Background: an optimization exercise with open tools, aiming at small area. Do not read the settings as production practice.
Only the layout flow was run in this run; the RTL was not checked for function there.
Power is estimated from default activity; no workload was simulated.

==> design/flow/design.v <==
module addrmap_cfg (
    input  wire         clk,
    input  wire         rst,
    input  wire         cfg_we,
    input  wire [16:0]  cfg_geom,
    output reg          cfg_err,
    output wire         g_v,       
    output reg  [2:0]   g_c,       
    output reg          g_b,       
    output reg  [1:0]   g_g,       
    output wire [2:0]   g_r,       
    output reg          g_k,       
    output reg          g_h,       
    output wire         ag_valid,
    output wire [16:0]  ag_geom,
    output wire         mstr_half,
    output wire [1:0]   mstr_ranks,
    output wire [11:0]  map_bg,     
    output wire [53:0]  map_col,    
    output wire [17:0]  map_bank,   
    output wire [107:0] map_row,    
    output wire [5:0]   map_rank    
);
    localparam [5:0] DISABLED = 6'h3F;
    wire [3:0] n_cols  = cfg_geom[3:0];
    wire [3:0] n_banks = cfg_geom[7:4];
    wire [1:0] n_bg    = cfg_geom[9:8];
    wire [4:0] n_rows  = cfg_geom[14:10];
    wire n_valid = (n_cols >= 4'd8) && (n_cols <= 4'd12) &&
                   (n_banks == 4'd2 || n_banks == 4'd3) &&
                   (n_bg <= 2'd2) &&
                   (n_rows >= 5'd14) && (n_rows <= 5'd18);
    reg r4, r1, r0;
    always @(posedge clk) begin
        if (rst) begin
            cfg_err <= 1'b0;
            g_c <= 3'd0; g_b <= 1'b0; g_g <= 2'd0;
            r4 <= 1'b0; r1 <= 1'b0; r0 <= 1'b0;
            g_k <= 1'b0; g_h <= 1'b0;
        end else begin
            cfg_err <= cfg_we && !n_valid;
            if (cfg_we && n_valid) begin
                g_c <= cfg_geom[2:0];
                g_b <= cfg_geom[4];
                g_g <= cfg_geom[9:8];
                r4  <= cfg_geom[14];
                r1  <= cfg_geom[11];
                r0  <= cfg_geom[10];
                g_k <= cfg_geom[15];
                g_h <= cfg_geom[16];
            end
        end
    end
    wire r32 = r1 & ~r4;                  
    assign g_v = r4 | r1;
    assign g_r = {r4 & r1, r4 & ~r1, r0};
    assign ag_valid   = g_v;
    assign ag_geom    = {g_h, g_k, r4, r32, r32, r1, r0, g_g, 2'b00, g_v, g_b, g_v, g_c};
    assign mstr_half  = g_h;
    assign mstr_ranks = {g_k, g_v};
    wire [5:0] cols  = {2'd0, g_c} + 6'd8;
    wire [5:0] banks = {5'd0, g_b} + 6'd2;
    wire [5:0] rows  = {1'b0, r4, r32, r32, r1, r0};
    wire [5:0] o_col  = {4'd0, g_g} + 6'd3;
    wire [5:0] o_bank = {4'd0, g_g} + cols;
    wire [5:0] o_row  = o_bank + banks;
    wire [5:0] o_rank = o_row + rows;
    genvar i;
    generate
        for (i = 0; i < 2; i = i + 1) begin : gbg
            assign map_bg[i*6 +: 6] = (g_v && i < g_g) ? 6'd3 + i : DISABLED;
        end
        for (i = 3; i < 12; i = i + 1) begin : gcol
            assign map_col[(i-3)*6 +: 6] = (g_v && i < cols) ? o_col + (i - 3) : DISABLED;
        end
        for (i = 0; i < 3; i = i + 1) begin : gbank
            assign map_bank[i*6 +: 6] = (g_v && i < banks) ? o_bank + i : DISABLED;
        end
        for (i = 0; i < 18; i = i + 1) begin : grow
            assign map_row[i*6 +: 6] = (g_v && i < rows) ? o_row + i : DISABLED;
        end
    endgenerate
    assign map_rank = (g_v && g_k) ? o_rank : DISABLED;
endmodule
module addrmap_decode (
    input  wire         clk,
    input  wire         rst,
    input  wire         g_v,       
    input  wire [2:0]   g_c,       
    input  wire         g_b,       
    input  wire [1:0]   g_g,       
    input  wire [2:0]   g_r,       
    input  wire         g_k,       
    input  wire         g_h,       
    input  wire         req_valid,
    input  wire [37:0]  req_addr,
    input  wire [1:0]   req_size,
    output reg          rsp_valid,
    output wire [1:0]   rsp_fault,
    output wire         rsp_rank,
    output wire [1:0]   rsp_bg,
    output wire [2:0]   rsp_bank,
    output wire [17:0]  rsp_row,
    output wire [11:0]  rsp_col,
    output wire [1:0]   rsp_lane
);
    localparam [1:0] F_OK = 2'd0, F_MISALIGNED = 2'd1, F_NOT_READY = 2'd2, F_RANGE = 2'd3;
    wire [3:0] size_mask = (4'd1 << req_size) - 4'd1;
    reg [37:0] a;       
    reg        mis;     
    always @(posedge clk) begin
        if (rst) rsp_valid <= 1'b0;
        else     rsp_valid <= req_valid;
        a   <= req_addr;
        mis <= |(req_addr[2:0] & size_mask[2:0]);
    end
    wire [5:0] cap_log = 6'd24 + g_c + g_b + g_g + g_r + g_k + (g_h ? 6'd1 : 6'd2);
    wire out_range = |(a >> cap_log);
    assign rsp_fault = mis       ? F_MISALIGNED :
                       !g_v      ? F_NOT_READY  :
                       out_range ? F_RANGE      : F_OK;
    wire [37:0] w  = g_h ? {1'b0, a[37:1]} : {2'b00, a[37:2]};
    wire [37:0] wc = w >> g_g;                                   
    wire [37:0] wb = wc >> (g_c + 4'd8);                         
    wire [37:0] wr = wb >> (g_b + 2'd2);                         
    wire [37:0] wk = wr >> (g_r + 5'd14);                        
    assign rsp_lane   = g_h ? {1'b0, a[0]} : a[1:0];
    assign rsp_col[2:0] = w[2:0];
    assign rsp_bg     = {g_g[1], g_g != 2'd0} & w[4:3];
    genvar i;
    generate
        for (i = 3; i < 12; i = i + 1) begin : gcol
            assign rsp_col[i] = (i < 8 || (i - 8) < g_c) ? wc[i] : 1'b0;
        end
        for (i = 0; i < 18; i = i + 1) begin : grow
            assign rsp_row[i] = (i < 14 || (i - 14) < g_r) ? wr[i] : 1'b0;
        end
    endgenerate
    assign rsp_bank = {g_b & wb[2], wb[1:0]};
    assign rsp_rank = g_k & wk[0];
endmodule
module dram_addrmap (
    input  wire         clk,
    input  wire         rst,
    input  wire         cfg_we,
    input  wire [16:0]  cfg_geom,
    output wire         cfg_err,
    output wire         ag_valid,
    output wire [16:0]  ag_geom,
    output wire         mstr_half,
    output wire [1:0]   mstr_ranks,
    output wire [11:0]  map_bg,
    output wire [53:0]  map_col,
    output wire [17:0]  map_bank,
    output wire [107:0] map_row,
    output wire [5:0]   map_rank,
    input  wire         req_valid,
    input  wire [37:0]  req_addr,
    input  wire [1:0]   req_size,
    output wire         rsp_valid,
    output wire [1:0]   rsp_fault,
    output wire         rsp_rank,
    output wire [1:0]   rsp_bg,
    output wire [2:0]   rsp_bank,
    output wire [17:0]  rsp_row,
    output wire [11:0]  rsp_col,
    output wire [1:0]   rsp_lane
);
    wire       g_v, g_b, g_k, g_h;
    wire [2:0] g_c, g_r;
    wire [1:0] g_g;
    addrmap_cfg u_cfg (
        .clk(clk), .rst(rst),
        .cfg_we(cfg_we), .cfg_geom(cfg_geom), .cfg_err(cfg_err),
        .g_v(g_v), .g_c(g_c), .g_b(g_b), .g_g(g_g), .g_r(g_r), .g_k(g_k), .g_h(g_h),
        .ag_valid(ag_valid), .ag_geom(ag_geom),
        .mstr_half(mstr_half), .mstr_ranks(mstr_ranks),
        .map_bg(map_bg), .map_col(map_col), .map_bank(map_bank),
        .map_row(map_row), .map_rank(map_rank)
    );
    addrmap_decode u_dec (
        .clk(clk), .rst(rst),
        .g_v(g_v), .g_c(g_c), .g_b(g_b), .g_g(g_g), .g_r(g_r), .g_k(g_k), .g_h(g_h),
        .req_valid(req_valid), .req_addr(req_addr), .req_size(req_size),
        .rsp_valid(rsp_valid), .rsp_fault(rsp_fault), .rsp_rank(rsp_rank),
        .rsp_bg(rsp_bg), .rsp_bank(rsp_bank), .rsp_row(rsp_row),
        .rsp_col(rsp_col), .rsp_lane(rsp_lane)
    );
endmodule
==> design/flow/run.sh <==
#!/bin/bash
# synth_recipe.tcl (not shown) runs the flow's synth.tcl, then flattens the netlist and writes it again
# the make line also repeats each setting of config.mk as NAME=value (left out here)
make -C /OpenROAD-flow-scripts/flow DESIGN_CONFIG=/design/flow/config.mk WORK_HOME=/design/flow/orfs CLKGATE_MAP_FILE= SYNTH_SCRIPT=/design/flow/synth_recipe.tcl finish
==> design/flow/config.mk <==
export PLATFORM = sky130hd
export DESIGN_NAME = dram_addrmap
export DESIGN_NICKNAME = dram_addrmap
export VERILOG_FILES = /design/flow/design.v
export SDC_FILE = /design/flow/constraint.sdc
export NUM_CORES = 4
export LEC_CHECK = 0
export CAP_MARGIN = 20
export CORE_MARGIN = 2
export CORE_UTILIZATION = 40
export SLEW_MARGIN = 20
==> design/flow/constraint.sdc <==
create_clock -name core_clock -period 7.0 [get_ports {clk}]
set_input_delay 1.4000 -clock core_clock [delete_from_list [all_inputs] [get_ports {clk}]]
set_output_delay 1.4000 -clock core_clock [all_outputs]
set_load 0.01 [all_outputs]
==> results_dict.tcl <==
set metrics [dict create \
    final_common_cell "clkdlybuf4s50_1" \
    worst_clock_skew_ns 0 \
    antenna_found_initial 0 \
    synth-async-reset-ratio_pct 0 \
    cts_root_buf "clkbuf_16" \
    first_pass_iters 5 \
    grt_pass1_vias 7512 \
    multiInputGateArea_um2 5534 \
    slew_headroom_pct 44.86 \
    cts.sinks 52 \
    drive_gt1_share_pct 8.696 \
    required_ns 5.60 \
    htree_levels 2 \
    drv_cap 0 \
    final_cell_mix "clkdlybuf4s50_1 (314), nand2_1 (149), nor2_1 (110)" \
    track_usage_pct 27.90 \
    cts_resized 0 \
    tritoncts "done" \
    power.leakage_nw 4.050 \
    totalPowerFinal_mw 0.7725 \
    placed_cells 1467 \
    postCtsSetupBuffers 0 \
    drv_slew 0 \
    hold_buffers 0 \
    setup_ws_ns 0.3671 \
    ys_warn_count 2 \
    cts_buffers 5 \
    crit_fanout 14 \
    globalplace.congestion 0.9051 \
    path_clk_slew_ns 0.07 \
    report.final.setup_viol 0 \
    vias 8124 \
    rows 50 \
    tns_ns 0 \
    cp-start-kind "register" \
    n_fill_cell 1779 \
    initial_core_util_pct 40.44 \
    synth_seq_cells 52 \
    routed_via_density 5.504 \
    vdd_ir_drop_max_uv 122.9 \
    synth_area_um2 7488 \
    place_ws_ns 0.6229 \
    status "complete, no violations" \
    die_h_um 140.8 \
    worstMarginPinSlew_ns 0.8262 \
    dr.first_iter.drc_count 590 \
    wl_mm 28.75 \
    syn_avg_cell_area_um2 7.270 \
    syn_inst 1030 \
    fin_crit_sh_pct 94.76 \
    clock_latency_ns 0.29 \
    grt_max_degree 67 \
    core_um2 18520 \
    fin_nets 1352 \
    worstSetupPathType "register to output port" \
    fmax_mhz 150.8 \
    end_kind "output port" \
    grt_pass1_wl_mm 44.26 \
    dieArea_um2 19830 \
    drc 0 \
    die_x_um 140.8 \
    ant_nets 0 \
    instances_no_fill 1476 \
    arrival_ns 5.23 \
    diodes 0 \
    min_path_type "register to register" \
    synth.yosys.seq_area_share_pct 13.90 \
    io_pins 322 \
    port_buffers 314 \
    hold_violations 0 \
    clock_path_buffers 2 \
    min_period_ns 6.633 \
    syn2layout_area_growth_pct 40.30 \
    overflow 0 \
    synth_edf_count 0 \
    rsz0062_at_grt "false" \
    seqCellArea_um2 1045 \
    wl_per_cell_um 19.48 \
    synthDistinctLibCells 71 \
    ys.flop_type "dfxtp_1" \
    place_hpwl_mm 22.40 \
    power_density_nw_per_um2 73.53 \
    rrSetupSlack_ns 5.36 \
]
## final timing paths
| check | from | to | depth (start not counted) |
|---|---|---|---|
| min | u_cfg.r1 | u_cfg.r1 | 3 |
| max | u_cfg.g_g[0] | rsp_fault[1] | 12 |
| max reg2reg | u_cfg.g_g[0] | u_cfg.g_g[0] | 5 |
| min reg2reg | u_cfg.r1 | u_cfg.r1 | 3 |
## worst max-delay path: stages, from the launching register on
cell and delay (ns):
dfxtp_2 0.33, fa_1 0.52, inv_1 0.05, fa_1 0.47, inv_1 0.04, ha_1 0.20
fa_1 0.86, mux4_2 0.56, or3_1 0.38, or4_1 0.52, a32oi_1 0.36, a21oi_1 0.13
clkdlybuf4s50_1 0.51
## registers in the layout, summed over array words and instances, names as in the netlist
signal / cells
u_cfg.g_c: 3
u_cfg.r1: 1
u_cfg.g_g: 2
u_cfg.r0: 1
u_cfg.g_h: 1
u_cfg.g_k: 1
u_dec.a: 38
u_cfg.cfg_err: 1
u_cfg.r4: 1
u_dec.mis: 1
u_cfg.g_b: 1
u_dec.rsp_valid: 1
## per-layer routing
metal | vias to the layer above | track usage [%] | share of wire, % | wire [um]
met1 | 3818 | 36.90 | 42 | 12120
met4 | 0 | 6.421 | 2.0 | 563
li1 | 3908 | - | - | -
met5 | - | 0 | 0 | 0
met2 | 364 | 48.32 | 49 | 14080
met3 | 34 | 3.906 | 6.9 | 1982
## cell families (layout without fill, tap and decap cells)
| kind of cell | after synthesis | in the layout | synth area share [%] |
|---|---|---|---|
| AOI/OAI and AO/OA | 189 | 189 | 16.27 |
| other | 2 | 7 | 0.1003 |
| xor gates and xnor gates | 56 | 56 | 6.550 |
| buffers and inverters | 178 | 385 | 12.58 |
| adders and majority gates | 50 | 50 | 9.156 |
| muxes | 103 | 103 | 17.23 |
| DFF | 52 | 52 | 13.90 |
| and+or+nand+nor | 400 | 400 | 24.21 |
## synth_stat cells (22+ instances only)
cell type / number / area [um^2]
a21oi_1: 72 / 360.4
buf_4: 65 / 488.0
clkbuf_1: 44 / 165.2
dfxtp_1: 52 / 1041
ha_1: 42 / 525.5
inv_1: 37 / 138.9
mux2_2: 35 / 394.1
mux2i_1: 49 / 490.5
nand2_1: 149 / 559.3
nand2b_1: 22 / 137.6
nand3_1: 35 / 175.2
nor2_1: 111 / 416.7
o21ai_0: 31 / 155.2
xnor2_1: 47 / 411.6
## power by group
part / switching (mW) / internal (mW) / leakage (nW)
sequential: 0.0161 / 0.309 / 0.436
combinational: 0.0749 / 0.0931 / 3.53
clock: 0.112 / 0.168 / 0.0798
total: 0.203 / 0.570 / 4.05
## area by class of cell
cell class,instances,area share (%)
clock buffer,5,1.191
clock inverter,3,0.4049
inverter,41,1.477
multi-input combinational,805,52.67
sequential,52,9.944
tap,234,2.787
timing repair buffer,336,31.52
## stage by stage
| step | hold slack, ns | cell area [um^2] | utilization (%) |
|---|---|---|---|
| final | 0.6782 | 10510 | 56.74 |
| after global routing | 0.7087 | 10510 | 56.74 |
| after CTS | 0.6798 | 10500 | 56.68 |
| after detailed placement | 0.6621 | 10330 | 55.77 |
| after global placement | 0.6598 | 10330 | 55.77 |
| after floorplan | 0.5986 | 7507 | - |

==> port drivers added, routing unchanged <==
How much do the figures lean on ideal ports? The routed layout below was timed once more, with nothing changed but the port constraints. Step 1 sets driving cells, clkbuf_16 on the clock port and buf_2 on the other inputs (assumed; they add their load-dependent delay and slew). Step 2 adds t to the input delays and takes it off the output delays; t is the mean of the earliest and latest rising clock arrival at the registers after step 1. Input paths then give back, and output paths get back, about the clock's delay inside the block. Slacks: ideal / step 1 / step 2; pairs: ideal / step 1.
shift t [ns]: 0.322
setup WS [ns]: 0.367 / 0.338 / 0.660
worst setup path at the end: register to output
latest minus earliest clock arrival (ns): 0.004 / 0.004
worst register clock-pin slew, ns: 0.07 / 0.07
After both steps this run still meets setup and hold. The setup slack of this run moves by -0.029 ns with the drivers and by +0.293 ns with both steps.
